This is an optimization exercise on Yosys and OpenROAD, whose aim is small area, a short achievable clock period and few clock cycles per item, not a production implementation. The RTL was checked by simulation tests, not by an equivalence proof against the original design. Power and IR drop assume default switching activity.

## cedar
// sha512_core
module sha512_core (
    input  wire         clk,
    input  wire         rst,           
    input  wire         word_valid,
    input  wire [63:0]  word,
    input  wire         first,
    output wire         word_ready,
    output reg          digest_valid,
    output wire [511:0] digest
);
    localparam [80*64-1:0] K_TABLE = {
        64'h6c44198c4a475817,
        64'h5fcb6fab3ad6faec,
        64'h597f299cfc657e2a,
        64'h4cc5d4becb3e42b6,   
        64'h431d67c49c100d4c,
        64'h3c9ebe0a15c9bebc,
        64'h32caab7b40c72493,
        64'h28db77f523047d84,   
        64'h1b710b35131c471b,
        64'h113f9804bef90dae,
        64'h0a637dc5a2c898a6,
        64'h06f067aa72176fba,   
        64'hf57d4f7fee6ed178,
        64'heada7dd6cde0eb1e,
        64'hd186b8c721c0c207,
        64'hca273eceea26619c,   
        64'hc67178f2e372532b,
        64'hbef9a3f7b2c67915,
        64'ha4506cebde82bde9,
        64'h90befffa23631e28,   
        64'h8cc702081a6439ec,
        64'h84c87814a1f0ab72,
        64'h78a5636f43172f60,
        64'h748f82ee5defb2fc,   
        64'h682e6ff3d6b2b8a3,
        64'h5b9cca4f7763e373,
        64'h4ed8aa4ae3418acb,
        64'h391c0cb3c5c95a63,   
        64'h34b0bcb5e19b48a8,
        64'h2748774cdf8eeb99,
        64'h1e376c085141ab53,
        64'h19a4c116b8d2d0c8,   
        64'h106aa07032bbd1b8,
        64'hf40e35855771202a,
        64'hd69906245565a910,
        64'hd192e819d6ef5218,   
        64'hc76c51a30654be30,
        64'hc24b8b70d0f89791,
        64'ha81a664bbc423001,
        64'ha2bfe8a14cf10364,   
        64'h92722c851482353b,
        64'h81c2c92e47edaee6,
        64'h766a0abb3c77b2a8,
        64'h650a73548baf63de,   
        64'h53380d139d95b3df,
        64'h4d2c6dfc5ac42aed,
        64'h2e1b21385c26c926,
        64'h27b70a8546d22ffc,   
        64'h142929670a0e6e70,
        64'h06ca6351e003826f,
        64'hd5a79147930aa725,
        64'hc6e00bf33da88fc2,   
        64'hbf597fc7beef0ee4,
        64'hb00327c898fb213f,
        64'ha831c66d2db43210,
        64'h983e5152ee66dfab,   
        64'h76f988da831153b5,
        64'h5cb0a9dcbd41fbd4,
        64'h4a7484aa6ea6e483,
        64'h2de92c6f592b0275,   
  ...
==> flow/config.mk <==
export PLATFORM = sky130hd
export DESIGN_NAME = sha512_core
export DESIGN_NICKNAME = sha512_core
export VERILOG_FILES = /design/flow/design.v
export SDC_FILE = /design/flow/constraint.sdc
export NUM_CORES = 4
export LEC_CHECK = 0
export CAP_MARGIN = 20
export CORE_MARGIN = 2
export CORE_UTILIZATION = 55
export CTS_CLUSTER_DIAMETER = 80
export CTS_CLUSTER_SIZE = 20
export SETUP_SLACK_MARGIN = 5
export SLEW_MARGIN = 20
export SYNTH_MEMORY_MAX_BITS = 16384
==> flow/constraint.sdc <==
create_clock -name core_clock -period 12.0 [get_ports {clk}]
set_input_delay 2.4000 -clock core_clock [delete_from_list [all_inputs] [get_ports {clk}]]
set_output_delay 2.4000 -clock core_clock [all_outputs]
set_load 0.01 [all_outputs]
run.sh (not shown) runs the stock make flow with config.mk's settings and CLKGATE_MAP_FILE= SYNTH_SCRIPT=/design/flow/synth_recipe.tcl, a recipe that flattens the netlist after the stock synthesis.
Per the final summary, cedar finished and its layout is clean on timing, DRC and antenna.
Testbench counts of cedar, summed over its fixed seeds: cycles 15,688, blocks 192.
Changes in xenon relative to cedar:
- SETUP_SLACK_MARGIN now 7, was 5
==> flow/flow/run.sh (new file) <==
#!/bin/bash
set -u
cp config.mk config_my.mk.txt
grep -v '^export SETUP_SLACK_MARGIN' config_my.mk.txt > config.mk
echo 'export SETUP_SLACK_MARGIN = 7' >> config.mk
bash standard.sh > standard.log 2>&1
==> flow/standard.sh (new file) <==
#!/bin/bash
# synth_recipe.tcl (not shown) runs the flow's synth.tcl, then flattens the netlist and writes it again
# the make line also repeats each setting of config.mk as NAME=value (left out here)
make -C /OpenROAD-flow-scripts/flow DESIGN_CONFIG=/design/flow/config.mk WORK_HOME=/design/flow/orfs CLKGATE_MAP_FILE= SYNTH_SCRIPT=/design/flow/synth_recipe.tcl "${@:-finish}"
removed: flow/run.sh
## What came out
xenon did not stop at any stage, and its layout met the timing, DRC and antenna checks. Diff cedar -> xenon: total design power rose by 8.5%, fraction of area in registers lost 2.4 points, area added between synthesis and finish went up. Multiplexer share of the synthesized area came out exactly the same in xenon and cedar. [xenon vs cedar] global-route usage: higher in xenon. Diff cedar -> xenon: via count shows an increase of 3761, net switching power of the design shows an increase of 9.9%. Switching power as a share of total power came out higher on xenon than on cedar.
### xenon -> harbor
- CTS_CLUSTER_SIZE removed (was 20)
- SETUP_SLACK_MARGIN changed from 7 to 5
- CTS_CLUSTER_DIAMETER removed (was 80)
==> flow/run.sh (new file) <==
#!/bin/bash
# synth_recipe.tcl (not shown) runs the flow's synth.tcl, then flattens the netlist and writes it again
# the make line also repeats each setting of config.mk as NAME=value (left out here)
make -C /OpenROAD-flow-scripts/flow DESIGN_CONFIG=/design/flow/config.mk WORK_HOME=/design/flow/orfs CLKGATE_MAP_FILE= SYNTH_SCRIPT=/design/flow/synth_recipe.tcl finish
removed: flow/flow/run.sh
removed: flow/standard.sh
==> notes.md <==
- xenon has lower sequential share of cell area than harbor.
- Compared with xenon, harbor shows shortest period the worst path allows higher by 1630 ps.
- Via count sits lower in harbor than in xenon.
- Diff xenon -> harbor: total instance count after detailed placement flat; area growth from synthesis to final layout down 3.9 points; internal power component up 0.51 mW.
Inputs modified between harbor and yarrow:
- SETUP_SLACK_MARGIN now 7, was 5
==> flow/flow/run.sh (new file) <==
#!/bin/bash
set -u
cp config.mk config_my.mk.txt
grep -v '^export SETUP_SLACK_MARGIN' config_my.mk.txt > config.mk
echo 'export SETUP_SLACK_MARGIN = 7' >> config.mk
bash standard.sh > standard.log 2>&1
==> flow/standard.sh (new file) <==
#!/bin/bash
# synth_recipe.tcl (not shown) runs the flow's synth.tcl, then flattens the netlist and writes it again
# the make line also repeats each setting of config.mk as NAME=value (left out here)
make -C /OpenROAD-flow-scripts/flow DESIGN_CONFIG=/design/flow/config.mk WORK_HOME=/design/flow/orfs CLKGATE_MAP_FILE= SYNTH_SCRIPT=/design/flow/synth_recipe.tcl "${@:-finish}"
removed: flow/run.sh
Notes after the runs:
Comparing yarrow and harbor, the higher clock period minus final worst setup slack was measured on harbor. Compared with harbor, yarrow shows total area of multi-input combinational cells higher by 0.0034 mm^2. Lower flip-flop and latch share of the layout cell area among yarrow and harbor: yarrow. harbor -> yarrow: power increased by a little under 10%. Re number of inserted diodes: yarrow is 8 down on harbor. Period utilization for yarrow: 13 points down relative to harbor. yarrow and harbor ended up with nearly the same flip-flop and latch count. | average wire per standard cell | yarrow vs harbor | 6.6% higher |.

separate check: timing with driven ports:
How much do the figures lean on ideal ports? The routed layouts below were timed once more, with nothing changed but the port constraints.
Step 1 assumes that a clkbuf_16 drives the clock port and a buf_2 every other input.
Step 2 times the ports against the registers' clock, not the clock port: input delays grow and output delays shrink by t, the midpoint of the rising clock arrivals with the driver on.
Slacks: ideal ports / drivers / drivers and shift; pairs: ideal ports / drivers.
| run | t (ns) | setup slack, ns | hold WS [ns] | latest minus earliest clock arrival (ns) | slew at the worst register clock pin (ns) |
|---|---|---|---|---|---|
| cedar | 0.970 | 5.065 / 5.065 / 4.509 | 0.380 / 0.380 / 0.380 | 0.083 / 0.083 | 0.10 / 0.10 |
| xenon | 0.945 | 6.677 / 6.677 / 6.182 | 0.399 / 0.399 / 0.399 | 0.074 / 0.075 | 0.10 / 0.10 |
| harbor | 0.977 | 5.047 / 5.047 / 4.495 | 0.389 / 0.389 / 0.389 | 0.111 / 0.111 | 0.08 / 0.08 |
| yarrow | 0.993 | 6.645 / 6.645 / 6.169 | 0.372 / 0.372 / 0.372 | 0.117 / 0.116 | 0.10 / 0.10 |
After both steps setup and hold are still met in every run listed. For cedar, which loses most, drivers alone change the setup slack by 0.000 ns; drivers and shift together by -0.556 ns.
